What follows belongs to an exercise in optimizing a design on an open flow for small area, a short achievable clock period and few clock cycles per item; a production flow would make more cautious choices. Function was checked by simulation only, so behaviour that the tests miss may differ from the original. Power and IR drop assume default switching activity.

`flow/config.mk`:
```
export PLATFORM = sky130hd
export DESIGN_NAME = crc_frame_engine
export DESIGN_NICKNAME = crc_frame_engine
export VERILOG_FILES = /design/flow/design.v
export SDC_FILE = /design/flow/constraint.sdc
export NUM_CORES = 4
export LEC_CHECK = 0
export ABC_CLOCK_PERIOD_IN_PS = 2500
export CAP_MARGIN = 20
export CORE_MARGIN = 2
export CORE_UTILIZATION = 40
export CTS_CLUSTER_DIAMETER = 100
export CTS_CLUSTER_SIZE = 25
export SETUP_SLACK_MARGIN = 3.6
export SLEW_MARGIN = 20
```
`flow/constraint.sdc`:
```
create_clock -name core_clock -period 6.0 [get_ports {clk}]
set_input_delay 1.2000 -clock core_clock [delete_from_list [all_inputs] [get_ports {clk}]]
set_output_delay 1.2000 -clock core_clock [all_outputs]
set_load 0.01 [all_outputs]
```
`flow/design.v`:
```
module crc_frame_engine (
    input  wire        clk,
    input  wire        rst,         
    input  wire        req_valid,
    output wire        req_ready,
    input  wire        req_write,
    input  wire [6:0]  req_addr,    
    input  wire [1:0]  req_size,    
    input  wire [31:0] req_wdata,
    output reg         rsp_valid,
    output reg         rsp_err,     
    output reg  [31:0] rsp_rdata
);
    function [15:0] crc_step;
        input [15:0] c_in;
        input [7:0]  b;
        reg   [15:0] c;
        integer      i;
        begin
            c = c_in ^ {b, 8'h00};
            for (i = 0; i < 8; i = i + 1)
                c = c[15] ? ({c[14:0], 1'b0} ^ 16'h1021) : {c[14:0], 1'b0};
            crc_step = c;
        end
    endfunction
    localparam [2:0] PRES_NONE     = 3'd0,
                     PRES_OK       = 3'd1,
                     PRES_SHORT    = 3'd2,
                     PRES_BADSTART = 3'd3,
                     PRES_CRCERR   = 3'd4;
    localparam integer S_STATUS = 0,
                       S_CRC    = 1,
                       S_COUNT  = 2,
                       S_BUF0   = 3,    
                       S_DIST   = 7,
                       S_MAG    = 8,
                       S_AMB    = 9,
                       S_PREC   = 10,
                       S_FCRC   = 11,
                       S_CF0    = 12,
                       S_CF2    = 13,
                       NSEL     = 14;
    function [NSEL-1:0] walk_sel;
        input       rom;
        input [1:0] word;
        begin
            walk_sel = {NSEL{1'b0}};
            if (rom) begin
                if (word == 2'd0) walk_sel[S_CF0] = 1'b1;
                if (word == 2'd2) walk_sel[S_CF2] = 1'b1;
            end else
                walk_sel[S_BUF0 + word] = 1'b1;
        end
    endfunction
    function [NSEL-1:0] addr_sel;
        input [4:0] a;
        begin
            addr_sel = {NSEL{1'b0}};
            case (a)
                5'h01: addr_sel[S_STATUS] = 1'b1;
                5'h02: addr_sel[S_CRC]    = 1'b1;
                5'h03: addr_sel[S_COUNT]  = 1'b1;
                5'h04: addr_sel[S_BUF0]   = 1'b1;
                5'h05: addr_sel[S_BUF0+1] = 1'b1;
                5'h06: addr_sel[S_BUF0+2] = 1'b1;
                5'h07: addr_sel[S_BUF0+3] = 1'b1;
                5'h08: addr_sel[S_DIST]   = 1'b1;
                5'h09: addr_sel[S_MAG]    = 1'b1;
                5'h0A: addr_sel[S_AMB]    = 1'b1;
                5'h0B: addr_sel[S_PREC]   = 1'b1;
                5'h0C: addr_sel[S_FCRC]   = 1'b1;
                5'h10: addr_sel[S_CF0]    = 1'b1;
                5'h12: addr_sel[S_CF2]    = 1'b1;
                default: ;
            endcase
        end
    endfunction
    reg [15:0]  crc;
    reg [7:0]   bytes [0:14];   
    reg [3:0]   count;
    reg [15:0]  run_crc;        
    reg         start_ok;       
    reg         p_chk;          
    reg         p_good;         
    reg [2:0]   pres;
    reg         cmd_err;
    reg         ovf;
    reg         smp_v;          
    reg [15:0]  dist_mm;
    reg [15:0]  magnitude;
    reg [7:0]   mag_exp;
    reg [7:0]   ambient;
    reg [15:0]  precision;
    reg         fcrc_v;         
    reg [15:0]  calc_crc;
    reg [15:0]  recv_crc;
    reg         busy;
    reg [3:0]   fidx;           
    reg [3:0]   blo;            
    reg [3:0]   wend;           
    reg         wsrc;           
    reg         ready_q;
    reg         q_valid;        
    reg         q_err;          
    reg         q_pv;           
    reg         q_cmdw;         
    reg         q_nop, q_init, q_byte, q_range, q_clear, q_push, q_parse;
    reg         q_hlz;          
    reg         q_hz;           
    reg         q_az;           
    reg         q_stat;         
    reg         q_crcw;         
    reg         q_rng;          
    reg [NSEL-1:0] q_rsel;      
    reg [15:0]  q_w;            
    reg         q_lz;           
    reg         q_rbad;         
    reg [3:0]   q_rend;         
    assign req_ready = ready_q;
    wire [31:0] w      = req_wdata;
    wire        accept = req_valid && ready_q;
    wire        bus_ok = (req_size == 2'd2) && (req_addr[1:0] == 2'b00);
    wire        in_cmd = req_write && (req_addr[6:2] == 5'h00);
    wire        in_rng = in_cmd && (w[3:0] == 4'h3);
    wire [4:0]  rsum   = {1'b0, w[11:8]} + {1'b0, w[19:16]};
    wire [7:0]  cmd_a   = q_w[15:8];
    wire        cmd_src = q_w[4];
    wire lg_init  = q_init  && q_hlz && q_az;
    wire lg_byte  = q_byte  && q_hlz;
    wire lg_range = q_range && q_hz;
    wire lg_clear = q_clear && q_hlz && q_az;
    wire lg_push  = q_push  && q_hlz;
    wire lg_parse = q_parse && q_hlz && q_az;
    wire lg_nop   = q_nop   && q_hlz && q_az;
    wire op_init  = q_pv && lg_init;
    wire op_byte  = q_pv && lg_byte;
    wire op_range = q_pv && lg_range;
    wire op_clear = q_pv && lg_clear;
    wire op_push  = q_pv && lg_push;
    wire op_parse = q_pv && lg_parse;
    wire op_bad   = q_pv && q_cmdw && !(lg_init || lg_byte || lg_range || lg_clear ||
                                        lg_push || lg_parse || lg_nop);
    wire op_stat  = q_pv && q_stat;
    wire op_crcw  = q_pv && q_crcw;
    wire [3:0] range_limit = cmd_src ? 4'd10 : count;
    wire       range_ok    = !q_rbad && (q_rend <= range_limit);
    wire       walk_go     = op_range && range_ok && !q_lz;
    wire       walk_done   = busy && (fidx == wend);
    wire count_full = (count == 4'd15);
    wire push_ok    = op_push && !count_full;
    wire [119:0] buf_flat;
    genvar gi;
    generate
        for (gi = 0; gi < 15; gi = gi + 1) begin : g_buf
            assign buf_flat[8*gi +: 8] = (count > gi) ? bytes[gi] : 8'h00;
        end
    endgenerate
    wire [31:0] read_value =
          ({32{q_rsel[S_STATUS]}} & {26'd0, ovf, cmd_err, 1'b0, pres})
        | ({32{q_rsel[S_CRC]}}    & {16'd0, crc})
        | ({32{q_rsel[S_COUNT]}}  & {28'd0, count})
        | ({32{q_rsel[S_BUF0]}}   & buf_flat[31:0])
        | ({32{q_rsel[S_BUF0+1]}} & buf_flat[63:32])
        | ({32{q_rsel[S_BUF0+2]}} & buf_flat[95:64])
        | ({32{q_rsel[S_BUF0+3]}} & {8'd0, buf_flat[119:96]})
        | ({32{q_rsel[S_DIST] && smp_v}} & {16'd0, dist_mm})
        | ({32{q_rsel[S_MAG]  && smp_v}} & {8'd0, mag_exp, magnitude})
        | ({32{q_rsel[S_AMB]  && smp_v}} & {24'd0, ambient})
        | ({32{q_rsel[S_PREC] && smp_v}} & {16'd0, precision})
        | ({32{q_rsel[S_FCRC] && fcrc_v}} & {recv_crc, calc_crc})
        | ({32{q_rsel[S_CF0]}}    & 32'h0000240A)
        | ({32{q_rsel[S_CF2]}}    & 32'h0000720F);
    wire [7:0]  walk_byte = ({8{blo[0]}} & rsp_rdata[7:0])   | ({8{blo[1]}} & rsp_rdata[15:8])
                          | ({8{blo[2]}} & rsp_rdata[23:16]) | ({8{blo[3]}} & rsp_rdata[31:24]);
    wire [15:0] crc_walk  = crc_step(crc, walk_byte);
    wire [15:0] crc_byte  = crc_step(crc, cmd_a);
    wire [15:0] run_next = crc_step(run_crc, cmd_a);
    wire        run_step = (count >= 4'd2) && (count <= 4'd12);
    wire [3:0] fidx_inc = fidx + 4'd1;
    wire [3:0] a_inc    = cmd_a[3:0] + 4'd1;
    integer k;
    always @(posedge clk) begin
        q_valid <= accept && !rst;
        q_err   <= !bus_ok;
        q_pv    <= accept && bus_ok && !rst;
        q_cmdw  <= in_cmd;
        q_nop   <= in_cmd && (w[7:0] == 8'h00);
        q_init  <= in_cmd && (w[7:0] == 8'h01);
        q_byte  <= in_cmd && (w[7:0] == 8'h02);
        q_range <= in_cmd && (w[7:5] == 3'd0) && (w[3:0] == 4'h3);
        q_clear <= in_cmd && (w[7:0] == 8'h04);
        q_push  <= in_cmd && (w[7:0] == 8'h05);
        q_parse <= in_cmd && (w[7:0] == 8'h06);
        q_stat  <= req_write && (req_addr[6:2] == 5'h01);
        q_crcw  <= req_write && (req_addr[6:2] == 5'h02);
        q_hlz   <= (w[31:16] == 16'd0);
        q_hz    <= (w[31:24] == 8'd0);
        q_az    <= (w[15:8] == 8'd0);
        q_rng   <= accept && in_rng;
        q_w     <= w[15:0];
        q_lz    <= (w[23:16] == 8'd0);
        q_rbad  <= (w[15:12] != 4'd0) || (w[23:20] != 4'd0) || rsum[4];
        q_rend  <= rsum[3:0];
        if (busy)
            q_rsel <= walk_sel(wsrc, fidx_inc[3:2]);
        else if (q_rng)
            q_rsel <= walk_sel(cmd_src, a_inc[3:2]);
        else if (req_write)
            q_rsel <= walk_sel(w[4], w[11:10]);
        else
            q_rsel <= addr_sel(req_addr[6:2]);
        rsp_rdata <= read_value;
        for (k = 0; k < 15; k = k + 1)
            if (push_ok && count == k)
                bytes[k] <= cmd_a;
        if (push_ok && count == 4'd0)
            start_ok <= (cmd_a == 8'h0A);
        if (busy) begin
            fidx <= fidx_inc;
            blo  <= 4'b0001 << fidx[1:0];
        end else begin
            fidx <= a_inc;
            blo  <= 4'b0001 << cmd_a[1:0];
            wend <= q_rend;
            wsrc <= cmd_src;
        end
        if (op_parse && p_chk) begin
            calc_crc <= run_crc;
            recv_crc <= {bytes[13], bytes[14]};
            if (p_good) begin
                dist_mm   <= {bytes[5],  bytes[6]};
                magnitude <= {bytes[7],  bytes[8]};
                mag_exp   <= bytes[9];
                ambient   <= bytes[10];
                precision <= {bytes[11], bytes[12]};
            end
        end
        if (rst) begin
            ready_q   <= 1'b1;
            crc       <= 16'hFFFF;
            count     <= 4'd0;
            run_crc   <= 16'hFFFF;
            pres      <= PRES_NONE;
            cmd_err   <= 1'b0;
            ovf       <= 1'b0;
            smp_v     <= 1'b0;
            fcrc_v    <= 1'b0;
            p_chk     <= 1'b0;
            p_good    <= 1'b0;
            busy      <= 1'b0;
            rsp_valid <= 1'b0;
            rsp_err   <= 1'b0;
        end else begin
            ready_q   <= !(accept && in_rng) && !walk_go && !(busy && !walk_done);
            rsp_valid <= (q_valid && !walk_go) || walk_done;
            rsp_err   <= q_err && !busy;
            if (busy) begin
                crc <= crc_walk;
                if (walk_done)
                    busy <= 1'b0;
            end
            if (op_bad)
                cmd_err <= 1'b1;
            if (op_init)
                crc <= 16'hFFFF;
            if (op_byte)
                crc <= crc_byte;
            if (op_range) begin
                if (!range_ok)
                    cmd_err <= 1'b1;
                else begin
                    crc <= 16'hFFFF;
                    if (!q_lz)
                        busy <= 1'b1;
                end
            end
            if (op_clear) begin
                count   <= 4'd0;
                run_crc <= 16'hFFFF;
                p_chk   <= 1'b0;
                p_good  <= 1'b0;
            end
            if (op_push) begin
                if (count_full)
                    ovf <= 1'b1;
                else begin
                    count <= count + 4'd1;
                    if (run_step)
                        run_crc <= run_next;
                    if (count == 4'd14) begin
                        p_chk  <= start_ok;
                        p_good <= start_ok && (run_crc == {bytes[13], cmd_a});
                    end
                end
            end
            if (op_parse) begin
                if (!count_full)
                    pres <= PRES_SHORT;
                else if (!p_chk)
                    pres <= PRES_BADSTART;
                else begin
                    fcrc_v <= 1'b1;
                    if (p_good) begin
                        pres  <= PRES_OK;
                        smp_v <= 1'b1;
                    end else
                        pres <= PRES_CRCERR;
                end
            end
            if (op_stat) begin  
                if (q_w[4]) cmd_err <= 1'b0;
                if (q_w[5]) ovf     <= 1'b0;
            end
            if (op_crcw)
                crc <= q_w;
        end
    end
endmodule
```
`flow/run.sh`:
```
#!/bin/bash
# synth_recipe.tcl (not shown) runs the flow's synth.tcl, then flattens the netlist and writes it again
# the make line also repeats each setting of config.mk as NAME=value (left out here)
make -C /OpenROAD-flow-scripts/flow DESIGN_CONFIG=/design/flow/config.mk WORK_HOME=/design/flow/orfs CLKGATE_MAP_FILE= SYNTH_SCRIPT=/design/flow/synth_recipe.tcl finish
```
==> run summary, run 1 <==
outcome finished clean; clock power share 0.327; clock buffer depth 3; drt total wl ~43000 um; core area approximately 0.036 sq mm; Reg2Reg Setup Slack 3.69 ns; row count 69; sequential-to-total area share from yosys stat 0.6580; Final Slew Violations 0; Max VDD drop approximately 0.16 mV; dpl cells 1630; Root Driver clkbuf_16; Int Pwr roughly 3.4 mW; hold path depth 0; Switching Power 0.9261 mW; CP arrival 1.16 ns; die area about 0.038 sq mm; r2r endpoint rsp_rdata[1]; GRT overflow 0; Worst-path clk slew approximately 0.090 ns; Mapped Cells roughly 1100; Max Freq 423.1 MHz; Sw Ratio 0.2152; Max-Slew Margin vs Limit 0.3607; fin crit period 2.363 ns; pin count of the biggest net entering global routing 41; Synth Cell Area 0.01445 sq mm; type of element launching the critical path flop; Comb pwr share 0.051; Clock Latency Late Sink 0.53 ns; HPWL after DPL roughly 29000 um; worst-path cell chain dlygate4sd2_1; vias 9878; cts hold-fix bufs 0; CTS Buf Count 18; Die Span Y about 190 um; number of global-route vias before repair a little over 9000; library cells used by synthesis 72; CTS tree built; Post-DP Area approximately 0.016 sq mm; Pleak approximately 5.7 nW; Worst path max stage delay between 0.3 and 0.4 ns; I/O Pins 80; global-route wire length before repair 62530 um; Post-Syn Area per Cell between 10 and 15 sq um; CP Capture Type output pin; GR Util All Layers 0.2231; drt wl/cell roughly 26 um; Worst Tran Pin Value between 0.9 and 1 ns; Hold EP precision[8]; WP depth 1; Synth Register Bits around 360; max_cap viols 0; Power Density between 200 and 300 mW/mm^2; final net count about 1300; crit path max fanout 2; fin crit share 0.3939; initial DRC count around 1200; Setup Skew around 0.015 ns; Post-Layout Cell Count between 1500 and 2000; H-Tree Depth 1; fin area between 0.015 and 0.02 sq mm; antenna-violating nets left 0; layout cells sized above 1 0.1053; Layout Utilization 0.4665; kind of critical path flop to output pin; Initial Utilization 0.4063; Port Buffer Count 79; Post-synth EDFFs about 220; worst reg-to-reg path cell count 5; Reg2Reg Launch Point count[0]; ys async rst share 0; First-pass DRT Iterations 7; Area Growth Syn to Fin 14.82%; slowest CP cell dfxtp_2; antenna cells 0; commonest non-fill, non-tap cells in the layout edfxtp_1 (222), dfxtp_1 (120), nand2_1 (91); Fin. Hold Viols 0; RSZ-0062 raised after global routing true; setup violators final 0; Crit path buffers/inverters 1; DRC violations left 0; delay-heaviest family, CP flip-flops; Critical Path RT between 4 and 5 ns; syn nets about 1200; commonest non-fill, non-tap cell in the layout edfxtp_1; synth warn 2; initial antenna violation count 1; most common flop cell mapped by yosys edfxtp_1; setup TNS 0 ns; Worst Hold Class flop to flop; Sequential Power Share 0.623; GPL Wtd Cong between 0.9 and 1; Die X-Extent 194.1 um; Clock Sink Count about 360; Hold Path Origin bytes[11][0]; DR vias/cell ~5.9
-- flip-flops by register name (all words and copies together), names as in the netlist, 8 cells and up --
register / count
ambient: 8
bytes: 120
calc_crc: 16
crc: 16
dist_mm: 16
mag_exp: 8
magnitude: 16
precision: 16
q_rsel: 14
q_w: 16
recv_crc: 16
rsp_rdata: 32
run_crc: 16
-- how the worst max path moves through the flow --
| stage | startpoint | to | slack, ns |
|---|---|---|---|
| after global routing | count[2] | rsp_valid | 3.59 |
| final | rsp_rdata[17] | rsp_rdata[17] | 3.64 |
| after floorplan | req_addr[5] | q_init | 3.62 |
| after detailed placement | rst | crc[14] | 2.74 |
| after global placement | rst | crc[13] | 2.76 |
| after CTS | q_pv | recv_crc[12] | 3.35 |
-- stage by stage --
stage	total power [mW]	hold WS (ns)	setup WS [ns]
final	4.304	0.4516	3.637
after detailed placement	2.952	0.4340	2.737
after global placement	2.950	0.4298	2.762
after CTS	4.317	0.4530	3.347
after floorplan	2.850	0.4082	3.620
after global routing	4.436	0.4576	3.586
-- routing by layer --
layer / global-route usage / routed length [um] / part of all wire / up-vias
met4: 0.07912 / 1532 / 0.035 / 0
met5: 0 / 0 / 0 / -
li1: - / - / - / 4397
met2: 0.3431 / 19580 / 0.45 / 460
met3: 0.02087 / 3488 / 0.081 / 64
met1: 0.3299 / 18600 / 0.43 / 4957
-- synth_stat cells (all sizes together), types with 8 or more instances --
cell type  instances  share of area
nor4              15         0.0069
or2               13         0.0056
clkbuf            41          0.011
a221oi            24          0.017
xnor2             59          0.037
nand2b             8         0.0035
inv               17         0.0044
a222oi            32          0.022
o21ai             14         0.0048
nand4              9         0.0039
nand3             30          0.011
buf               15         0.0061
dfxtp            142           0.20
and2              18         0.0078
nor3              37          0.013
ha                16          0.014
nor2              82          0.021
nor2b              9         0.0039
edfxtp           222           0.46
a22oi             35          0.018
a21oi             67          0.023
nand2             91          0.024
a22o              13         0.0079
xor2              31          0.020
-- layout make-up --
type	instances	area, sq um
fill	3210	18980
multi-input combinational	692	4810
inverter	18	75.07
clock inverter	1	8.758
clock buffer	31	541.8
timing repair inverter	1	5.005
tap	461	576.8
sequential	364	9559
timing repair buffer	108	1017
-- what timing repair did --
| item | CTS | global route |
|---|---|---|
| gates resized for setup | 69 | 47 |
| pin swaps | 5 | 3 |
| endpoints found under the setup margin | 166 | 76 |
| setup buffers | 7 | 3 |
| gates cloned | 3 | 0 |
-- cell families after synthesis --
group	Yosys count	synth area share
DFF	364	0.6580
xor gates and xnor gates	96	0.06632
and+or+nand+nor	342	0.1161
AOI/OAI and AO/OA	230	0.1194
adders and majority gates	17	0.01524
muxes	5	0.003550
buffers and inverters	74	0.02138
-- power by group through the flow --
stage	Combinational, mW	Clock (mW)	Sequential [mW]
global route	0.234	1.52	2.68
detailed placement	0.211	0	2.74
CTS	0.213	1.42	2.68
global placement	0.209	0	2.74
finish	0.218	1.41	2.68
floorplan	0.112	0	2.74
Testbench counts, summed over its fixed seeds: cycles 11,055, transactions 10,424.
==> inputs of run 2 (changes only) <==
--- a/flow/config.mk
+++ b/flow/config.mk
@@ -7,3 +7,3 @@
 export LEC_CHECK = 0
-export ABC_CLOCK_PERIOD_IN_PS = 2500
+export ABC_CLOCK_PERIOD_IN_PS = 1800
 export CAP_MARGIN = 20
@@ -13,3 +13,3 @@
 export CTS_CLUSTER_SIZE = 25
-export SETUP_SLACK_MARGIN = 3.6
+export SETUP_SLACK_MARGIN = 3.8
 export SLEW_MARGIN = 20
==> run summary, run 2 <==
ys async rst share 0 (unchanged); Final Slew Violations 0 (unchanged); most common flop cell mapped by yosys edfxtp_1; CP arrival 1.03 ns (-0.13 ns); Largest register FFs 120 (unchanged); H-Tree Depth 1 (unchanged); setup ws final 3.770 ns (+0.1337 ns); vias 10010 (+1.3%); WP depth 1 (unchanged); Worst-path clk slew 0.11 ns (+0.02 ns); sequential-to-total area share from yosys stat 0.6580 (unchanged); RSZ-0062 raised after global routing true; Max Freq 448.5 MHz (+6.0%); Reg2Reg Setup Slack 3.81 ns (+0.12 ns); Power Density 251.0 mW/mm^2 (-3.2%); layout cells sized above 1 0.1957 (+0.09032); Fin. Hold Viols 0 (unchanged); worst-path cell chain buf_6; initial DRC count 1132 (-7.2%); CP Capture Type output pin; Synth Cell Area 0.01445 sq mm (unchanged); Clock Sink Count 364 (unchanged); Critical Path RT 4.80 ns (about the same); Max VDD drop 0.1570 mV (-2.7%); Place WS 2.919 ns (+0.1815 ns); Pleak 5.952 nW (+3.7%); DR vias/cell 5.857 (-0.62%); global-route wire length before repair 64000 um (+2.3%); kind of critical path flop to output pin; Die X-Extent 194.1 um (unchanged); drt total wl 44120 um (+2.1%); Post-Syn Area per Cell 12.81 sq um (unchanged); Crit path buffers/inverters 1 (unchanged); Area Growth Syn to Fin 18.16%; Synth top area share 0.4613 (unchanged); GPL Wtd Cong 0.9005 (-0.97%); Worst Tran Pin Value 0.9760 ns (+0.01898 ns); Worst Hold Class flop to flop; setup TNS 0 ns (unchanged); Post-synth EDFFs 222 (unchanged); core area 0.03557 sq mm (unchanged); Port Buffer Count 79 (unchanged); fin crit share 0.3716 (-0.02228); First-pass DRT Iterations 6 (-1); biggest regs bytes (120), rsp_rdata (32); Int Pwr 3.345 mW (-0.96%); max_cap viols 0 (unchanged); Root Driver clkbuf_16; Sequential Power Share 0.625 (+0.002); hold path depth 0 (unchanged); clock buffer depth 3 (unchanged); clock power share 0.322 (-0.005); Die Span Y 194.1 um (unchanged); synth cell count leaders edfxtp_1 (222), dfxtp_1 (142), nand2_1 (91); drt wl/cell 25.82 um (+0.13%); antenna-violating nets left 0 (unchanged); slowest CP cell dfxtp_4; Sw Ratio 0.2195 (+0.004299); syn nets 1190 (unchanged); DRC violations left 0 (unchanged); Comb pwr share 0.053 (+0.002); commonest non-fill, non-tap cells in the layout edfxtp_1 (222), dfxtp_1 (99), nand2_1 (90); delay-heaviest family, CP flip-flops; Max-Slew Margin vs Limit 0.3493 (-0.01134); Synth Register Bits 364 (unchanged); final net count 1297 (+2.5%); outcome finished clean; pin count of the biggest net entering global routing 41 (unchanged); most numerous cell in the Yosys netlist edfxtp_1; synth warn 2 (unchanged); crit path max fanout 2 (unchanged); Biggest register bytes; CTS Buf Count 18 (unchanged); fin crit period 2.230 ns (-0.1337 ns); row count 69 (unchanged); CTS tree built; Worst path max stage delay 0.38 ns (about the same); die area 0.03767 sq mm (unchanged); largest cells by area after synthesis edfxtp_1 (46%), dfxtp_1 (20%), xnor2_1 (3.5%), nand2_1 (2.4%), a21oi_1 (2.3%); worst reg-to-reg path cell count 5 (unchanged); library cells used by synthesis 72 (unchanged); I/O Pins 80 (unchanged); number of global-route vias before repair 9586 (+4.3%); commonest non-fill, non-tap cell in the layout edfxtp_1; Setup Skew 0.03401 ns (+0.01868 ns); GR Util All Layers 0.2277 (+0.004606); Initial Utilization 0.4063 (unchanged); initial antenna violation count 1 (unchanged); Switching Power 0.9407 mW (+1.6%); type of element launching the critical path flop; Yosys top cell by area edfxtp_1; Mapped Cells 1128 (unchanged); HPWL after DPL 29510 um (+0.70%); Clock Latency Late Sink 0.54 ns (about the same); setup violators final 0 (unchanged); GRT overflow 0 (unchanged)
run 2: changes by cell type in the layout (fill, tap and decap cells not counted), moves of 4 or more:
cell / previous run / this run
clkdlybuf4s50_1: 39 / 35
nor2_1: 81 / 74
dlygate4sd2_1: 16 / 2
dfxtp_4: 9 / 14
dfxtp_2: 13 / 29
buf_6: 0 / 33
clkdlybuf4s15_1: 17 / 0
buf_4: 27 / 55
dfxtp_1: 120 / 99
nor2_2: 1 / 5
run 2: what timing repair did:
item                       4_1_cts  5_1_grt
pin swaps                        8        8
resized for setup              250       55
hold buffers                     0        0
cloned                           4        1
buffers inserted                25       17
setup endpoints to repair      230      140
run 2: logic make-up after synthesis:
kind of cell,count (synthesis),synth area share
AOI/OAI and AO/OA,230,0.1194
xor gates and xnor gates,96,0.06632
adders and majority gates,17,0.01524
buffers and inverters,74,0.02138
DFF,364,0.6580
muxes,5,0.003550
and+or+nand+nor,342,0.1161
run 2: routing by layer:
| layer | up-vias | track usage | share of wire |
|---|---|---|---|
| met5 | - | 0 | 0 |
| met4 | 0 | 0.07912 | 0.031 |
| met3 | 64 | 0.02487 | 0.087 |
| met2 | 494 | 0.3573 | 0.46 |
| met1 | 4992 | 0.3288 | 0.42 |
| li1 | 4460 | - | - |
run 2: layout make-up:
class | instances | area, sq um
Multi-Input combinational cell | 693 | 4984
Clock inverter | 3 | 30.03
Timing Repair inverter | 1 | 7.507
Tap cell | 461 | 576.8
Antenna cell | 1 | 2.502
Sequential cell | 364 | 9598
Inverter | 18 | 75.07
Clock buffer | 29 | 501.7
Fill cell | 3178 | 18490
Timing Repair Buffer | 139 | 1300
run 2: final timing paths:
path	from	endpoint
setup / recovery	rsp_rdata[21]	rsp_rdata[21]
hold reg to reg	bytes[12][1]	precision[1]
setup reg to reg	q_pv	count[3]
hold / removal	bytes[12][1]	precision[1]
run 2: worst reg2reg max path, delay by kind of cell, from the launching register on:
family | cells | cell delay [ns]
compound gates | 2 | 0.39
simple gates | 3 | 1.22
flops | 1 | 0.47
run 2: power by group through the flow:
stage               clock [mW]  sequential [mW]  combinational [mW]
floorplan                    0             2.74               0.113
global placement             0             2.74               0.211
detailed placement           0             2.74               0.212
CTS                       1.40             2.68               0.218
global route              1.48             2.68               0.243
finish                    1.38             2.68               0.225
run 2: per-stage QoR:
step                cell area [sq um]  power [mW]  utilization  hold slack (ns)  std cells
floorplan                       14550       2.851            -           0.4082       1128
global placement                15780       2.952       0.4436           0.4284       1629
detailed placement              15790       2.953       0.4439           0.4332       1629
CTS                             16770       4.297       0.4715           0.4278       1690
global route                    17070       4.412       0.4800           0.4665       1708
finish                          17080       4.286       0.4801           0.4302       1709
==> inputs of run 3 (changes only) <==
--- a/flow/design.v
+++ b/flow/design.v
@@ -111,6 +111,5 @@
     reg         q_stat;         
-    reg         q_crcw;         
     reg         q_rng;          
     reg [NSEL-1:0] q_rsel;      
-    reg [15:0]  q_w;            
+    reg [15:4]  q_w;            
     reg         q_lz;           
@@ -143,3 +142,2 @@
     wire op_stat  = q_pv && q_stat;
-    wire op_crcw  = q_pv && q_crcw;
     wire [3:0] range_limit = cmd_src ? 4'd10 : count;
@@ -194,3 +192,2 @@
         q_stat  <= req_write && (req_addr[6:2] == 5'h01);
-        q_crcw  <= req_write && (req_addr[6:2] == 5'h02);
         q_hlz   <= (w[31:16] == 16'd0);
@@ -199,3 +196,3 @@
         q_rng   <= accept && in_rng;
-        q_w     <= w[15:0];
+        q_w     <= w[15:4];
         q_lz    <= (w[23:16] == 8'd0);
@@ -313,4 +310,4 @@
             end
-            if (op_crcw)
-                crc <= q_w;
+            if (accept && bus_ok && req_write && req_addr[6:2] == 5'h02)
+                crc <= w[15:0];
         end
==> run summary, run 3 <==
vias 9615 (-3.9%); Clock Sink Count 357 (-1.9%); fin crit period 2.339 ns (+0.1095 ns); Reg2Reg Setup Slack 3.72 ns (-0.09 ns); Area Growth Syn to Fin 17.94%; Synth Register Bits 357 (-1.9%); Post-Syn Area per Cell 13.09 sq um (+2.2%); met3 WL 2928 um (-24%); worst-path cell chain buf_6 -> or4b_4 -> nor2_4 -> a41oi_4 -> nand2_4 -> nor3_4 -> buf_12 -> a221oi_2; RSZ-0062 raised after global routing true; final net count 1246 (-3.9%); layout cells sized above 1 0.2032 (+0.007508); Place WS 2.368 ns (-0.5506 ns); most numerous cell in the Yosys netlist edfxtp_1; CP Capture Type flop; Layout Utilization 0.4761 (-0.003956); Reg2Reg Launch Point blo[0]; GPL Wtd Cong 0.8782 (-2.5%); Biggest register bytes; outcome finished clean; DRC violations left 0 (unchanged); power consumption 4.227 mW (-1.4%); Worst path max stage delay 0.56 ns (+0.18 ns); ys async rst share 0 (unchanged); biggest regs bytes (120), rsp_rdata (32); core area 0.03531 sq mm (-0.73%); global-route wire length before repair 62120 um (-2.9%); library cells used by synthesis 73 (+1.4%); cts hold-fix bufs 0 (unchanged); Max-Slew Margin vs Limit 0.4496 (+0.1002); worst reg-to-reg path cell count 6 (+1); Met2 Wirelength 20410 um (+0.63%); max_cap viols 0 (unchanged); drt wl/cell 25.78 um (-0.15%); fin crit share 0.3899 (+0.01825); Setup Skew 0.02091 ns (-0.01310 ns); commonest non-fill, non-tap cells in the layout edfxtp_1 (222), dfxtp_1 (90), nand2_1 (83); DR vias/cell 5.803 (-0.93%); initial DRC count 1061 (-6.3%); pin count of the biggest net entering global routing 33 (-20%); Hold Path Origin bytes[3][0]; Worst Hold Class flop to flop; HPWL after DPL 29480 um (-0.12%); Post-synth EDFFs 222 (unchanged); setup ws final 3.661 ns (-0.1095 ns); Largest register FFs 120 (unchanged); antenna cells 0 (-1); setup TNS 0 ns (unchanged); antenna-violating nets left 0 (unchanged); M1 WL 17690 um (-5.0%); slowest CP cell or4b_4; drt total wl 42710 um (-3.2%); Critical Path RT 6.46 ns (+1.66 ns); Synth top area share 0.4677 (+0.006398); Max VDD drop 0.2019 mV (+29%); hold path depth 2 (+2); most common flop cell mapped by yosys edfxtp_1; clock buffer depth 3 (unchanged); largest cells by area after synthesis edfxtp_1 (47%), dfxtp_1 (19%), xnor2_1 (3.6%), a222oi_1 (2.5%), xor2_1 (2.3%); Yosys top cell by area edfxtp_1; I/O Pins 80 (unchanged); CP arrival 2.79 ns (+1.76 ns); Worst-path clk slew 0.10 ns (about the same); Mapped Cells 1089 (-3.5%); syn nets 1151 (-3.3%); Top Metal Used met4; number of global-route vias before repair 9465 (-1.3%); Die Span Y 192.8 um (-0.67%); r2r endpoint crc[13]; sequential-to-total area share from yosys stat 0.6573 (-0.0007053); GR Util All Layers 0.2303 (+0.002627); initial antenna violation count 0 (-1); Hold EP rsp_rdata[24]; synth cell count leaders edfxtp_1 (222), dfxtp_1 (135), nand2_1 (86); setup violators final 0 (unchanged); Fin. Hold Viols 0 (unchanged); Initial Utilization 0.4037 (-0.002619); crit path max fanout 7 (+5); Root Driver clkbuf_16; synth warn 2 (unchanged); kind of critical path input port to flop; Worst Tran Pin Value 0.8256 ns (-0.1504 ns); Max Freq 427.5 MHz (-4.7%); GRT overflow 0 (unchanged); type of element launching the critical path input port; die area 0.03716 sq mm (-1.3%); Die X-Extent 192.8 um (-0.67%); CTS Buf Count 18 (unchanged); CTS tree built; Power Density 251.4 mW/mm^2 (+0.16%); Port Buffer Count 79 (unchanged); commonest non-fill, non-tap cell in the layout edfxtp_1; H-Tree Depth 1 (unchanged); Pleak 5.744 nW (-3.5%); Synth Cell Area 0.01425 sq mm (-1.4%); row count 69 (unchanged); First-pass DRT Iterations 5 (-1); Final Slew Violations 0 (unchanged); Clock Latency Late Sink 0.54 ns (about the same)
==> run 3: area by class of cell <==
class | count | area, sq um
clock buffers | 29 | 491.7
clock inverters | 3 | 36.28
fillers | 3103 | 18500
inverters | 14 | 60.06
multi-input cells | 670 | 4960
flip-flops and latches | 357 | 9458
well taps | 461 | 576.8
repair buffers | 123 | 1229
==> run 3: routing by layer <==
metal,GRT usage,vias to the layer above
met5,0,-
met4,0.08426,0
met3,0.03892,80
met2,0.3819,390
met1,0.3033,4798
li1,-,4347
==> run 3: timing repair <==
item / CTS / global route
buffers inserted: 26 / 8
gates cloned: 7 / 0
resized for setup: 297 / 35
pin swaps: 22 / 9
setup endpoints to repair: 263 / 290
hold endpoints to repair: 0 / 0
==> run 3: metrics by stage <==
| stage | instances | hold slack (ns) | instance area, sq um |
|---|---|---|---|
| floorplan | 1089 | 0.4064 | 14320 |
| global placement | 1583 | 0.4230 | 15490 |
| detailed placement | 1584 | 0.4304 | 15510 |
| CTS | 1649 | 0.4540 | 16640 |
| global route | 1657 | 0.4673 | 16810 |
| finish | 1657 | 0.4562 | 16810 |
==> run 3: kinds of logic (layout without fill, tap and decap cells) <==
| family | after synthesis | in the layout | synth area share |
|---|---|---|---|
| XOR/XNOR | 99 | 99 | 0.06399 |
| multiplexers | 6 | 6 | 0.004214 |
| flip-flops | 357 | 357 | 0.6573 |
| adder cells (fa/ha/maj) | 17 | 17 | 0.01545 |
| buffers and inverters | 68 | 169 | 0.02115 |
| AO/OA/AOI/OAI | 223 | 223 | 0.1249 |
| AND/OR/NAND/NOR | 319 | 325 | 0.1130 |
==> run 3: worst max path at each step <==
stage           startpoint      end  slack [ns]  cells past startpoint
6_report       req_size[0]  crc[14]        3.66                      8
5_1_grt        req_size[0]   crc[6]        3.62                      8
4_1_cts        req_size[0]   crc[8]        3.67                      8
3_5_place_dp   req_addr[0]  crc[15]        2.37                      6
3_3_place_gp   req_addr[0]  crc[14]        2.40                      6
2_1_floorplan  req_addr[0]  crc[15]        3.34                      6
==> run 3: power breakdown <==
group	leakage (nW)	internal, mW	switching (mW)
logic	2.36	0.0978	0.118
registers	3.13	2.61	0.0350
clock network	0.252	0.582	0.786
==> run 3: worst max-delay path: cells and delay by family <==
kind,cells,cell delay (ns)
buffers and inverters,2,0.24
AOI/OAI and AO/OA,2,0.40
and+or+nand+nor,4,0.95
Testbench counts of run 3, summed over its fixed seeds: cycles 11,055, transactions 10,424.
==> inputs of run 4 (changes only) <==
==> flow/flow/run.sh (new file) <==
#!/bin/bash
# The standard layout (standard.sh, unchanged synthesis and steps), with the
# port buffers that global placement inserts made of buf_2 cells instead of
# the default delay-buffer cells. Every port is still buffered.
set -euo pipefail
export BUFFER_PORTS_ARGS="-buffer_cell sky130_fd_sc_hd__buf_2"
bash standard.sh > standard_flow.log 2>&1
==> flow/standard.sh (new file) <==
#!/bin/bash
# synth_recipe.tcl (not shown) runs the flow's synth.tcl, then flattens the netlist and writes it again
# the make line also repeats each setting of config.mk as NAME=value (left out here)
make -C /OpenROAD-flow-scripts/flow DESIGN_CONFIG=/design/flow/config.mk WORK_HOME=/design/flow/orfs CLKGATE_MAP_FILE= SYNTH_SCRIPT=/design/flow/synth_recipe.tcl "${@:-finish}"
removed: flow/run.sh
==> run summary, run 4 <==
HPWL after DPL 28970 um (-1.7%); RSZ-0062 raised after global routing true; global-route wire length before repair 61780 um (-0.56%); Worst Hold Class flop to flop; ys async rst share 0 (unchanged); power consumption 4.195 mW (-0.75%); Die Span Y 192.8 um (unchanged); Clock Sink Count 357 (unchanged); drt total wl 43050 um (+0.80%); Reg2Reg Setup Slack 3.74 ns (+0.02 ns); I/O Pins 80 (unchanged); Compound-Gate Fraction of Synth Area 0.1249 (unchanged); Setup Skew 0.02679 ns (+0.005883 ns); GR Util All Layers 0.2299 (-0.0004460); adder-cell area share of the yosys netlist 0.01545 (unchanged); outcome finished clean; Synth Area in Simple Gates 0.1130 (unchanged); crit path max fanout 7 (unchanged); Clock Latency Late Sink 0.53 ns (about the same); fin crit period 2.421 ns (+0.08165 ns); H-Tree Depth 1 (unchanged); setup ws final 3.579 ns (-0.08165 ns); synth warn 2 (unchanged); GRT overflow 0 (unchanged); Critical Path RT 6.44 ns (-0.02 ns); largest cells by area after synthesis edfxtp_1 (47%), dfxtp_1 (19%), xnor2_1 (3.6%), a222oi_1 (2.5%), xor2_1 (2.3%); Int Pwr 3.268 mW (-0.61%); antenna-violating nets left 0 (unchanged); Worst-path clk slew 0.10 ns (about the same); Max Freq 413.1 MHz (-3.4%); Area Growth Syn to Fin 16.00%; type of element launching the critical path input port; CP Capture Type flop; fin crit share 0.4035 (+0.01361); Synth Register Bits 357 (unchanged); initial DRC count 1167 (+10%); multiplexer share of the synthesized area 0.004213 (unchanged); most numerous cell in the Yosys netlist edfxtp_1; clock power share 0.322 (-0.002); core area 0.03531 sq mm (unchanged); layout cells sized above 1 0.2248 (+0.02165); kind of critical path input port to flop; Power Density 253.7 mW/mm^2 (+0.90%); CTS tree built; Initial Utilization 0.4037 (unchanged); post-synthesis xor/xnor area fraction 0.06399 (unchanged); Fin. Hold Viols 0 (unchanged); pin count of the biggest net entering global routing 37 (+12%); library cells used by synthesis 73 (unchanged); GPL Wtd Cong 0.9058 (+3.1%); initial antenna violation count 0 (unchanged); dpl cells 1581 (-0.19%); Pleak 5.708 nW (-0.63%); slowest CP cell or4b_4; Sw Ratio 0.2210 (-0.001110); CP arrival 2.86 ns (+0.07 ns); synth cell count leaders edfxtp_1 (222), dfxtp_1 (135), nand2_1 (86); fillers 3113 (+0.32%); setup TNS 0 ns (unchanged); sequential-to-total area share from yosys stat 0.6573 (unchanged); largest family of logic cells by synthesized area compound AO/OA/AOI/OAI gates; Biggest register bytes; syn nets 1151 (unchanged); DRC violations left 0 (unchanged); Switching Power 0.9268 mW (-1.3%); Final Slew Violations 0 (unchanged); commonest non-fill, non-tap cell in the layout edfxtp_1; Max VDD drop 0.2308 mV (+14%); biggest regs bytes (120), rsp_rdata (32); commonest non-fill, non-tap cells in the layout edfxtp_1 (222), dfxtp_1 (93), nand2_1 (86); max_cap viols 0 (unchanged); CTS Buf Count 18 (unchanged); Port Buffer Count 79 (unchanged); Synth Cell Area 0.01425 sq mm (unchanged); Mapped Cells 1089 (unchanged); worst-path cell chain buf_2 -> or4b_4 -> nor2_4 -> a41oi_4 -> nand2_4 -> nor3_4 -> buf_6 -> a221oi_2; row count 69 (unchanged); Yosys top cell by area edfxtp_1; die area 0.03716 sq mm (unchanged); setup violators final 0 (unchanged); clock buffer depth 3 (unchanged); Synth top area share 0.4677 (unchanged); most common flop cell mapped by yosys edfxtp_1; Die X-Extent 192.8 um (unchanged); Worst path max stage delay 0.57 ns (about the same); number of global-route vias before repair 9384 (-0.86%); drt wl/cell 26.03 um (+0.98%); Sequential Power Share 0.631 (+0.006); Root Driver clkbuf_16; Largest register FFs 120 (unchanged); Place WS 2.704 ns (+0.3356 ns); Post-Layout Cell Count 1654 (-0.18%); Post-Syn Area per Cell 13.09 sq um (unchanged); First-pass DRT Iterations 6 (+1); DR vias/cell 5.934 (+2.3%); vias 9815 (+2.1%); Worst Tran Pin Value 0.8918 ns (+0.06618 ns); Post-synth EDFFs 222 (unchanged); Comb pwr share 0.047 (-0.004); final net count 1243 (-0.24%); Max-Slew Margin vs Limit 0.4042 (-0.04538)
==> run 4: cell counts after synthesis <==
No cell type changed its count.
==> run 4: stage by stage <==
step           utilization  area [sq um]  hold WS, ns
6_report            0.4683         16530       0.4470
3_3_place_gp        0.4272         15080       0.4280
4_1_cts             0.4580         16170       0.4444
2_1_floorplan            -         14320       0.4064
5_1_grt             0.4682         16530       0.4630
3_5_place_dp        0.4272         15080       0.4283
==> run 4: per-layer routing <==
layer  track usage  share of wire  up-vias
met4       0.08456          0.038        0
met2        0.3799           0.48      433
met1        0.3002           0.41     4955
met5             0              0        -
met3       0.04401          0.074       85
li1              -              -     4342
==> run 4: timing repair <==
item,CTS,global route
endpoints found under the setup margin,258,250
buffers inserted,15,20
gates cloned,6,0
pin swaps,11,13
gates resized for setup,108,46
hold endpoints to repair,0,0
hold buffers,0,0
==> run 4: layout make-up <==
class / instances / area (sq um) / share of cell area
flip-flops and latches: 357 / 9459 / 0.5721
multi-input cells: 670 / 4940 / 0.2988
repair buffers: 120 / 970.9 / 0.05872
well taps: 461 / 576.8 / 0.03488
clock buffers: 28 / 488.0 / 0.02951
inverters: 14 / 56.30 / 0.003405
clock inverters: 3 / 41.29 / 0.002497
diodes: 1 / 2.502 / 0.0001513
==> run 4: cells by family after synthesis <==
kind of cell,count (synthesis)
flip-flops,357
AND/OR/NAND/NOR,319
multiplexers,6
AO/OA/AOI/OAI,223
buffers and inverters,68
XOR/XNOR,99
adder cells (fa/ha/maj),17
==> run 4: path summary, 6_finish.rpt <==
| kind | from | to | cells past startpoint |
|---|---|---|---|
| min reg2reg | q_w[5] | ovf | 1 |
| max | req_size[0] | crc[8] | 8 |
| max reg2reg | q_pv | bytes[5][4] | 4 |
| min | q_w[5] | ovf | 1 |
==> run 4: critical path: cells and delay by family <==
| kind | cells | cell delay (ns) |
|---|---|---|
| simple gates | 4 | 0.98 |
| buf+inv | 2 | 0.26 |
| compound gates | 2 | 0.42 |
==> run 4: power by group through the flow <==
| stage | clock (mW) | sequential (mW) | combinational [mW] |
|---|---|---|---|
| detailed placement | 0 | 2.71 | 0.179 |
| global placement | 0 | 2.71 | 0.177 |
| floorplan | 0 | 2.69 | 0.112 |
| CTS | 1.38 | 2.65 | 0.190 |
| finish | 1.35 | 2.65 | 0.196 |
| global route | 1.46 | 2.65 | 0.213 |
==> inputs of run 5 (changes only) <==
--- a/flow/design.v
+++ b/flow/design.v
@@ -111,5 +111,6 @@
     reg         q_stat;         
+    reg         q_crcw;         
     reg         q_rng;          
     reg [NSEL-1:0] q_rsel;      
-    reg [15:4]  q_w;            
+    reg [15:0]  q_w;            
     reg         q_lz;           
@@ -142,2 +143,3 @@
     wire op_stat  = q_pv && q_stat;
+    wire op_crcw  = q_pv && q_crcw;
     wire [3:0] range_limit = cmd_src ? 4'd10 : count;
@@ -192,2 +194,3 @@
         q_stat  <= req_write && (req_addr[6:2] == 5'h01);
+        q_crcw  <= req_write && (req_addr[6:2] == 5'h02);
         q_hlz   <= (w[31:16] == 16'd0);
@@ -196,3 +199,3 @@
         q_rng   <= accept && in_rng;
-        q_w     <= w[15:4];
+        q_w     <= w[15:0];
         q_lz    <= (w[23:16] == 8'd0);
@@ -310,4 +313,4 @@
             end
-            if (accept && bus_ok && req_write && req_addr[6:2] == 5'h02)
-                crc <= w[15:0];
+            if (op_crcw)
+                crc <= q_w;
         end
==> run summary, run 5 <==
outcome finished clean; Setup Skew 0.03987 ns (+0.01308 ns); Clock Latency Late Sink 0.55 ns (+0.02 ns); CTS Buf Count 18 (unchanged); row count 69 (unchanged); commonest non-fill, non-tap cells in the layout edfxtp_1 (222), dfxtp_1 (98), nand2_1 (90); RSZ-0062 raised after global routing true; syn nets 1190 (+3.4%); synth warn 2 (unchanged); CTS tree built; max_cap viols 0 (unchanged); type of element launching the critical path flop; die area 0.03767 sq mm (+1.4%); clock buffer depth 3 (unchanged); fin crit share 0.3740 (-0.02945); initial DRC count 1394 (+19%); Clock Sink Count 364 (+2.0%); most common flop cell mapped by yosys edfxtp_1; GRT overflow 0 (unchanged); global-route wire length before repair 62840 um (+1.7%); Fin. Hold Viols 0 (unchanged); core area 0.03557 sq mm (+0.73%); GR Util All Layers 0.2227 (-0.007210); Mapped Cells 1128 (+3.6%); fin area 0.01665 sq mm (+0.72%); register area 0.009602 sq mm (+1.5%); Synth Register Bits 364 (+2.0%); delay-heaviest family, CP flip-flops; Final Slew Violations 0 (unchanged); Yosys top cell by area edfxtp_1; Die X-Extent 194.1 um (+0.68%); Worst-path clk slew 0.10 ns (about the same); Crit path buffers/inverters 1 (-1); multi-input logic area 0.004906 sq mm (-0.68%); H-Tree Depth 1 (unchanged); Critical Path RT 4.80 ns (-1.64 ns); Post-DP Area 0.01537 sq mm (+1.9%); CP arrival 1.04 ns (-1.82 ns); fillers 3189 (+2.4%); setup violators final 0 (unchanged); Largest register FFs 120 (unchanged); kind of critical path flop to output pin; library cells used by synthesis 72 (-1.4%); layout cells sized above 1 0.2110 (-0.01379); Synth Cell Area 0.01445 sq mm (+1.4%); setup TNS 0 ns (unchanged); I/O Pins 80 (unchanged); WHS 0.4496 ns (+0.002589 ns); final net count 1282 (+3.1%); biggest regs bytes (120), rsp_rdata (32); crit path max fanout 2 (-5); Max-Slew Margin vs Limit 0.3575 (-0.04673); most numerous cell in the Yosys netlist edfxtp_1; First-pass DRT Iterations 6 (unchanged); ys async rst share 0 (unchanged); Max Freq 445.6 MHz (+7.9%); Synth top area share 0.4613 (-0.006398); Pleak 5.818 nW (+1.9%); synth cell count leaders edfxtp_1 (222), dfxtp_1 (142), nand2_1 (91); Area Growth Syn to Fin 15.24%; Port Buffer Count 79 (unchanged); drt wl/cell 25.40 um (-2.4%); Post-Syn Area per Cell 12.81 sq um (-2.1%); drt total wl 43030 um (about the same); Post-synth EDFFs 222 (unchanged); Die Span Y 194.1 um (+0.68%); Worst path max stage delay 0.38 ns (-0.19 ns); Initial Utilization 0.4063 (+0.002619); Max VDD drop 0.2064 mV (-11%); Biggest register bytes; sequential-to-total area share from yosys stat 0.6580 (+0.0007053); GPL Wtd Cong 0.8957 (-1.1%); HPWL after DPL 29420 um (+1.6%); Worst Hold Class flop to flop; power consumption 4.255 mW (+1.4%); slowest CP cell dfxtp_4; fin crit period 2.244 ns (-0.1767 ns); Power Density 255.5 mW/mm^2 (+0.70%); commonest non-fill, non-tap cell in the layout edfxtp_1; DRC violations left 0 (unchanged); vias 9869 (+0.55%); number of global-route vias before repair 9484 (+1.1%); antenna-violating nets left 0 (unchanged); Reg2Reg Setup Slack 3.81 ns (+0.07 ns); DR vias/cell 5.826 (-1.8%); worst-path cell chain buf_6; largest cells by area after synthesis edfxtp_1 (46%), dfxtp_1 (20%), xnor2_1 (3.5%), nand2_1 (2.4%), a21oi_1 (2.3%); CP Capture Type output pin; Worst Tran Pin Value 0.9618 ns (+0.07001 ns); Root Driver clkbuf_16; initial antenna violation count 1 (+1); pin count of the biggest net entering global routing 41 (+11%)
-- run 5: changes by cell type after synthesis, sizes merged, moves of 7 or more --
cell,delta
dfxtp,+7
nor3,+7
o22ai,-8
a221oi,-8
a21oi,+23
clkbuf,+8
-- run 5: layout make-up --
class / instances / share of cell area
Antenna cell: 1 / 0.0001503
Clock buffer: 29 / 0.02953
Clock inverter: 3 / 0.001803
Inverter: 18 / 0.004508
Multi-Input combinational cell: 693 / 0.2946
Sequential cell: 364 / 0.5766
Tap cell: 461 / 0.03464
Timing Repair Buffer: 124 / 0.05793
Timing Repair inverter: 1 / 0.0003005
-- run 5: timing repair --
action                                  CTS  global route
resized for setup                        98            35
hold buffers                              0             0
pin swaps                                 4             5
endpoints found under the setup margin  201           133
setup buffers                            18            12
gates cloned                              4             0
-- run 5: worst paths after layout --
| path | from | to | cells past startpoint |
|---|---|---|---|
| min | bytes[14][6] | recv_crc[6] | 0 |
| min reg2reg | bytes[14][6] | recv_crc[6] | 0 |
| max | rsp_rdata[16] | rsp_rdata[16] | 1 |
| max reg2reg | smp_v | rsp_rdata[5] | 5 |
-- run 5: cells by family (layout without fill, tap and decap cells) --
kind of cell    after synthesis  after routing  synth area share
flops                       364            364            0.6580
simple gates                342            345            0.1161
compound gates              230            230            0.1194
xor+xnor                     96             96           0.06632
buf+inv                      74            175           0.02138
fa+ha+maj                    17             17           0.01524
mux                           5              5          0.003550
other cells                   0              1                 0
-- run 5: per-layer routing --
layer,global-route usage,part of all wire
met3,0.03792,0.084
met2,0.3519,0.46
met5,0,0.00033
met1,0.3063,0.42
met4,0.08810,0.041
-- run 5: power breakdown --
group | internal (mW) | switching (mW)
registers | 2.66 | 0.0247
logic | 0.0827 | 0.124
clock network | 0.579 | 0.788
-- run 5: through the flow --
step,setup slack (ns),util,instances
6_report,3.756,0.4682,1694
5_1_grt,3.737,0.4681,1693
4_1_cts,3.751,0.4610,1681
3_5_place_dp,3.117,0.4321,1627
3_3_place_gp,3.135,0.4321,1627
2_1_floorplan,3.648,-,1128
Testbench counts of run 5, summed over its fixed seeds: cycles 11,055, transactions 10,424.
==> inputs of run 6 (changes only) <==
--- a/flow/config.mk
+++ b/flow/config.mk
@@ -7,3 +7,3 @@
 export LEC_CHECK = 0
-export ABC_CLOCK_PERIOD_IN_PS = 1800
+export ABC_AREA = 1
 export CAP_MARGIN = 20
==> run summary, run 6 <==
Crit path buffers/inverters 1 (unchanged); CP Capture Type output pin; Post-DP Area 0.01611 sq mm (+4.8%); Worst-path clk slew 0.10 ns (about the same); initial antenna violation count 1 (unchanged); slowest CP cell dfxtp_4; Worst path max stage delay 0.37 ns (about the same); Post-synth EDFFs 222 (unchanged); Area Growth Syn to Fin 13.99%; First-pass DRT Iterations 6 (unchanged); Largest register FFs 120 (unchanged); Biggest register bytes; Synth Register Bits 364 (unchanged); ys async rst share 0 (unchanged); vias 11210 (+14%); drt wl/cell 21.76 um (-14%); synth warn 2 (unchanged); worst-path cell chain buf_6; DR vias/cell 5.305 (-8.9%); worst reg-to-reg path cell count 10 (+5); global-route wire length before repair 67480 um (+7.4%); Mapped Cells 1490 (+32%); r2r endpoint rsp_rdata[13]; Critical Path RT 4.80 ns (about the same); Root Driver clkbuf_16; Fin. Hold Viols 0 (unchanged); fillers 3506 (+9.9%); library cells used by synthesis 55 (-24%); kind of critical path flop to output pin; largest cells by area after synthesis edfxtp_1 (44%), dfxtp_1 (19%), nand2_1 (9.8%), inv_1 (3.5%), nand3_1 (2.7%); register area 0.009589 sq mm (-0.13%); Reg2Reg Launch Point count[1]; GR Util All Layers 0.2347 (+0.01199); biggest regs bytes (120), rsp_rdata (32); delay-heaviest family, CP flip-flops; Initial Utilization 0.4042 (-0.002121); clock buffer depth 3 (unchanged); CTS tree built; die area 0.03936 sq mm (+4.5%); setup TNS 0 ns (unchanged); HPWL after DPL 31700 um (+7.7%); Yosys top cell by area edfxtp_1; Die Span Y 198.4 um (+2.2%); H-Tree Depth 1 (unchanged); number of global-route vias before repair 10380 (+9.5%); Hold EP rsp_err; Die X-Extent 198.4 um (+2.2%); Worst Tran Pin Value 0.9578 ns (-0.004012 ns); Clock Sink Count 364 (unchanged); Clock Latency Late Sink 0.54 ns (about the same); fin crit share 0.3715 (-0.002478); commonest non-fill, non-tap cells in the layout nand2_1 (395), edfxtp_1 (222), inv_1 (132); antenna-violating nets left 0 (unchanged); I/O Pins 80 (unchanged); fin crit period 2.229 ns (-0.01487 ns); core area 0.03740 sq mm (+5.1%); Hold Path Origin q_err; WP depth 1 (unchanged); Post-Syn Area per Cell 10.14 sq um (-21%); Max-Slew Margin vs Limit 0.3599 (+0.002448); Max VDD drop 0.1673 mV (-19%); cts hold-fix bufs 0 (unchanged); final net count 1650 (+29%); GPL Wtd Cong 0.9637 (+7.6%); commonest non-fill, non-tap cell in the layout nand2_1; type of element launching the critical path flop; Pleak 6.816 nW (+17%); Final Slew Violations 0 (unchanged); multi-input logic area 0.004992 sq mm (+1.8%); row count 71 (+2.9%); crit path max fanout 2 (unchanged); GRT overflow 0 (unchanged); Synth top area share 0.4410 (-0.02028); outcome finished clean; syn nets 1552 (+30%); fin area 0.01723 sq mm (+3.5%); synth cell count leaders nand2_1 (395), edfxtp_1 (222), dfxtp_1 (142); pin count of the biggest net entering global routing 55 (+34%); Max Freq 448.6 MHz (+0.67%); Synth Cell Area 0.01512 sq mm (+4.6%); RSZ-0062 raised after global routing true; drt total wl 45960 um (+6.8%); CTS Buf Count 18 (unchanged); Port Buffer Count 79 (unchanged); initial DRC count 1290 (-7.5%); layout cells sized above 1 0.1594 (-0.05166); most numerous cell in the Yosys netlist nand2_1; Worst Hold Class flop to flop; max_cap viols 0 (unchanged); Setup Skew 0.02891 ns (-0.01096 ns); setup violators final 0 (unchanged); Power Density 247.3 mW/mm^2 (-3.2%); hold path depth 2 (+2); CP arrival 1.03 ns (about the same); sequential-to-total area share from yosys stat 0.6291 (-0.02892); most common flop cell mapped by yosys edfxtp_1; Reg2Reg Setup Slack 3.88 ns (+0.07 ns); DRC violations left 0 (unchanged)
[run 6: cell types whose count changed after synthesis, sizes merged, moves of 26 or more]
cell,before,now
nand2,91,399
inv,17,146
nand3,30,82
o21ai,14,57
nor2,82,118
a222oi,32,0
a22oi,35,9
[run 6: logic make-up after synthesis]
| logic type | count (synthesis) | synth area share |
|---|---|---|
| AOI/OAI and AO/OA | 204 | 0.08708 |
| DFF | 364 | 0.6291 |
| and+or+nand+nor | 669 | 0.1905 |
| adders and majority gates | 17 | 0.01457 |
| buffers and inverters | 186 | 0.04884 |
| xor gates and xnor gates | 50 | 0.02996 |
[run 6: worst max-delay path by stage]
stage                             from            to  slack [ns]
after CTS                     count[0]  bytes[13][5]        3.69
after global placement        count[3]       ready_q        3.36
after global routing      rsp_rdata[3]  rsp_rdata[3]        3.75
after floorplan                   q_pv    ambient[0]        3.81
after detailed placement      count[3]       ready_q        3.29
final                     rsp_rdata[3]  rsp_rdata[3]        3.77
[run 6: power by group]
part	switching, mW	total [mW]	leakage, nW	internal (mW)
Sequential	0.0384	2.70	3.23	2.66
Combinational	0.116	0.186	3.34	0.0698
Clock	0.795	1.38	0.250	0.582
[run 6: metal layers]
| layer | share of wire | track usage |
|---|---|---|
| met4 | 0.027 | 0.06377 |
| met3 | 0.075 | 0.03340 |
| met5 | 0 | 0 |
| met1 | 0.44 | 0.3343 |
| met2 | 0.46 | 0.3756 |
[run 6: metrics by stage]
step	total power [mW]	worst slack (ns)	cells	hold WS, ns	utilization
after floorplan	2.847	3.806	1490	0.4045	-
after global placement	2.930	3.360	2057	0.4104	0.4307
after detailed placement	2.932	3.292	2057	0.4129	0.4307
after CTS	4.293	3.694	2106	0.4259	0.4570
after global routing	4.395	3.750	2111	0.4378	0.4606
final	4.261	3.771	2112	0.4235	0.4607
[run 6: cell type report]
| type | instances | share of cell area |
|---|---|---|
| clock buffer | 30 | 0.02876 |
| antenna | 1 | 0.0001452 |
| tap | 511 | 0.03711 |
| sequential | 364 | 0.5565 |
| multi-input combinational | 940 | 0.2897 |
| timing repair buffer | 116 | 0.05199 |
| inverter | 148 | 0.03384 |
| clock inverter | 2 | 0.001888 |
[run 6: timing repair]
| item | in CTS | in global routing |
|---|---|---|
| pin swaps | 4 | 2 |
| gates resized for setup | 100 | 33 |
| endpoints found under the setup margin | 199 | 148 |
| setup buffers | 17 | 4 |
| cloned | 0 | 0 |
==> inputs of run 7 (changes only) <==
--- a/flow/config.mk
+++ b/flow/config.mk
@@ -7,3 +7,3 @@
 export LEC_CHECK = 0
-export ABC_AREA = 1
+export ABC_CLOCK_PERIOD_IN_PS = 1800
 export CAP_MARGIN = 20
@@ -13,3 +13,3 @@
 export CTS_CLUSTER_SIZE = 25
-export SETUP_SLACK_MARGIN = 3.8
+export SETUP_SLACK_MARGIN = 3.7
 export SLEW_MARGIN = 20
==> run summary, run 7 <==
DRC violations left 0 (unchanged); global-route wire length before repair 61980 um (-8.1%); Die X-Extent 194.1 um (-2.2%); largest cells by area after synthesis edfxtp_1 (46%), dfxtp_1 (20%), xnor2_1 (3.5%), nand2_1 (2.4%), a21oi_1 (2.3%); power consumption 4.237 mW (-0.57%); GR Util All Layers 0.2203 (-0.01433); M3 GR Usage 0.03601 (+0.002605); GRT met1 Usage 0.3080 (-0.02635); sequential-to-total area share from yosys stat 0.6580 (+0.02892); Worst Hold Class flop to flop; delay-heaviest family, CP flip-flops; fin area 0.01618 sq mm (-6.1%); initial DRC count 1349 (+4.6%); Clock Latency Late Sink 0.54 ns (about the same); pin count of the biggest net entering global routing 41 (-25%); crit path max fanout 2 (unchanged); layout cells sized above 1 0.1709 (+0.01156); H-Tree Depth 1 (unchanged); Post-synth EDFFs 222 (unchanged); Pleak 5.643 nW (-17%); vias 9767 (-13%); biggest regs bytes (120), rsp_rdata (32); antenna-violating nets left 0 (unchanged); outcome finished clean; type of element launching the critical path flop; core area 0.03557 sq mm (-4.9%); DR vias/cell 5.838 (+10%); Crit path buffers/inverters 1 (unchanged); library cells used by synthesis 72 (+31%); Mapped Cells 1128 (-24%); Post-DP Area 0.01535 sq mm (-4.7%); Max VDD drop 0.1755 mV (+4.9%); Max Freq 438.3 MHz (-2.3%); CP Capture Type output pin; drt total wl 42340 um (-7.9%); worst-path cell chain buf_2; Synth Register Bits 364 (unchanged); commonest non-fill, non-tap cells in the layout edfxtp_1 (222), dfxtp_1 (120), nand2_1 (89); Worst path max stage delay 0.40 ns (+0.03 ns); Worst Tran Pin Value 1.067 ns (+0.1089 ns); Biggest register bytes; met2 Track Usage GR 0.3457 (-0.02985); Port Buffer Count 79 (unchanged); Root Driver clkbuf_16; max_cap viols 0 (unchanged); setup violators final 0 (unchanged); Yosys top cell by area edfxtp_1; GPL Wtd Cong 0.9137 (-5.2%); Power Density 261.9 mW/mm^2 (+5.9%); CP arrival 1.08 ns (+0.05 ns); fin crit period 2.281 ns (+0.05219 ns); fillers 3254 (-7.2%); Post-Syn Area per Cell 12.81 sq um (+26%); Largest register FFs 120 (unchanged); Max-Slew Margin vs Limit 0.2874 (-0.07249); fin crit share 0.3802 (+0.008698); Final Slew Violations 0 (unchanged); Setup Skew 0.02757 ns (-0.001340 ns); Post-Layout Cell Count 1673 (-21%); Worst-path clk slew 0.10 ns (about the same); First-pass DRT Iterations 8 (+2); syn nets 1190 (-23%); cts hold-fix bufs 0 (unchanged); Synth Cell Area 0.01445 sq mm (-4.4%); slowest CP cell dfxtp_1; HPWL after DPL 29430 um (-7.2%); initial antenna violation count 0 (-1); I/O Pins 80 (unchanged); CTS tree built; drt wl/cell 25.31 um (+16%); setup TNS 0 ns (unchanged); Synth top area share 0.4613 (+0.02028); number of global-route vias before repair 9381 (-9.7%); Critical Path RT 4.80 ns (about the same); final net count 1262 (-24%); synth cell count leaders edfxtp_1 (222), dfxtp_1 (142), nand2_1 (91); CTS Buf Count 18 (unchanged); GRT overflow 0 (unchanged); RSZ-0062 raised after global routing true; Fin. Hold Viols 0 (unchanged); dpl cells 1627 (-21%); Area Growth Syn to Fin 11.95%; GR peak layer met2; most numerous cell in the Yosys netlist edfxtp_1; Die Span Y 194.1 um (-2.2%); Clock Sink Count 364 (unchanged); kind of critical path flop to output pin; synth warn 2 (unchanged); most common flop cell mapped by yosys edfxtp_1; die area 0.03767 sq mm (-4.3%); ys async rst share 0 (unchanged); commonest non-fill, non-tap cell in the layout edfxtp_1; clock buffer depth 3 (unchanged); row count 69 (-2.8%); Initial Utilization 0.4063 (+0.002121)
## run 7: final cells by class
| cell class | instances | area [sq um] | share of cell area |
|---|---|---|---|
| sequential | 364 | 9554 | 0.5906 |
| multi-input combinational | 693 | 4825 | 0.2982 |
| timing repair buffer | 104 | 611.8 | 0.03782 |
| tap | 461 | 576.8 | 0.03565 |
| clock buffer | 29 | 491.7 | 0.03039 |
| inverter | 18 | 78.83 | 0.004872 |
| clock inverter | 2 | 32.53 | 0.002011 |
| timing repair inverter | 1 | 5.005 | 0.0003094 |
| antenna | 1 | 2.502 | 0.0001547 |
## run 7: path summary, 6_finish.rpt
kind                                   start       endpoint  slack [ns]  depth (start not counted)
worst min-delay path            bytes[11][3]  precision[11]        0.45                          0
worst min register to register  bytes[11][3]  precision[11]        0.45                          0
worst max-delay path            rsp_rdata[6]   rsp_rdata[6]        3.72                          1
worst max register to register        blo[3]        crc[12]        3.73                          6
## run 7: power by group
group,internal (mW),switching (mW)
logic,0.0767,0.120
clock network,0.579,0.779
registers,2.66,0.0233
## run 7: through the flow
step,hold WS [ns],setup slack [ns],util
5_1_grt,0.4579,3.653,0.4548
4_1_cts,0.4527,3.704,0.4506
3_5_place_dp,0.4327,2.921,0.4316
2_1_floorplan,0.4082,3.647,-
3_3_place_gp,0.4278,2.971,0.4315
6_report,0.4509,3.719,0.4548
## run 7: cells by family after synthesis
family / share of synthesized area
DFF: 0.6580
and+or+nand+nor: 0.1161
AOI/OAI and AO/OA: 0.1194
xor gates and xnor gates: 0.06632
buffers and inverters: 0.02138
adders and majority gates: 0.01524
muxes: 0.003550
## run 7: per-layer routing
layer  vias to the layer above  share of wire  wire length [um]
met4                         0          0.040              1685
met3                        75          0.088              3745
met2                       474           0.45             19140
li1                       4380              -                 -
met5                         -              0                 0
met1                      4838           0.42             17760
## run 7: what timing repair did
item,CTS,global route
buffers inserted,3,7
setup endpoints to repair,143,66
resized for setup,31,28
pin swaps,3,5
gates cloned,4,0

[what the ideal ports hide]
The flow's constraints put no driver on any port. The routed layouts listed below were extracted and timed again, unchanged, in two steps.
Step 1 (the two cells are an assumption about what drives the block):
set clk [get_ports {clk}]
set_driving_cell -lib_cell sky130_fd_sc_hd__clkbuf_16 $clk
set_driving_cell -lib_cell sky130_fd_sc_hd__buf_2 [delete_from_list [all_inputs] $clk]
Step 2 also shifts input and output timing later by t, the mid clock arrival at the registers, as if the neighbouring blocks saw the same clock.
Three values: no drivers, after step 1, after step 2; two values: the first two.
| run | shift t [ns] | setup slack, ns | hold slack, ns | cell pins on the clock port's net |
|---|---|---|---|---|
| run 1 | 0.573 | 3.637 / 3.583 / 3.139 | 0.452 / 0.452 / 0.452 | 1 |
| run 2 | 0.578 | 3.770 / 3.720 / 3.262 | 0.430 / 0.430 / 0.430 | 1 |
| run 3 | 0.584 | 3.661 / 3.685 / 3.101 | 0.456 / 0.456 / 0.456 | 1 |
| run 4 | 0.577 | 3.579 / 3.616 / 3.040 | 0.447 / 0.447 / 0.447 | 1 |
| run 5 | 0.575 | 3.756 / 3.707 / 3.364 | 0.450 / 0.450 / 0.450 | 1 |
| run 6 | 0.583 | 3.771 / 3.717 / 3.442 | 0.423 / 0.423 / 0.423 | 1 |
| run 7 | 0.574 | 3.719 / 3.668 / 3.311 | 0.451 / 0.451 / 0.451 | 1 |
After both steps every run listed still meets setup and hold. For run 3, which loses most, drivers alone change the setup slack by +0.024 ns; drivers and shift together by -0.560 ns.
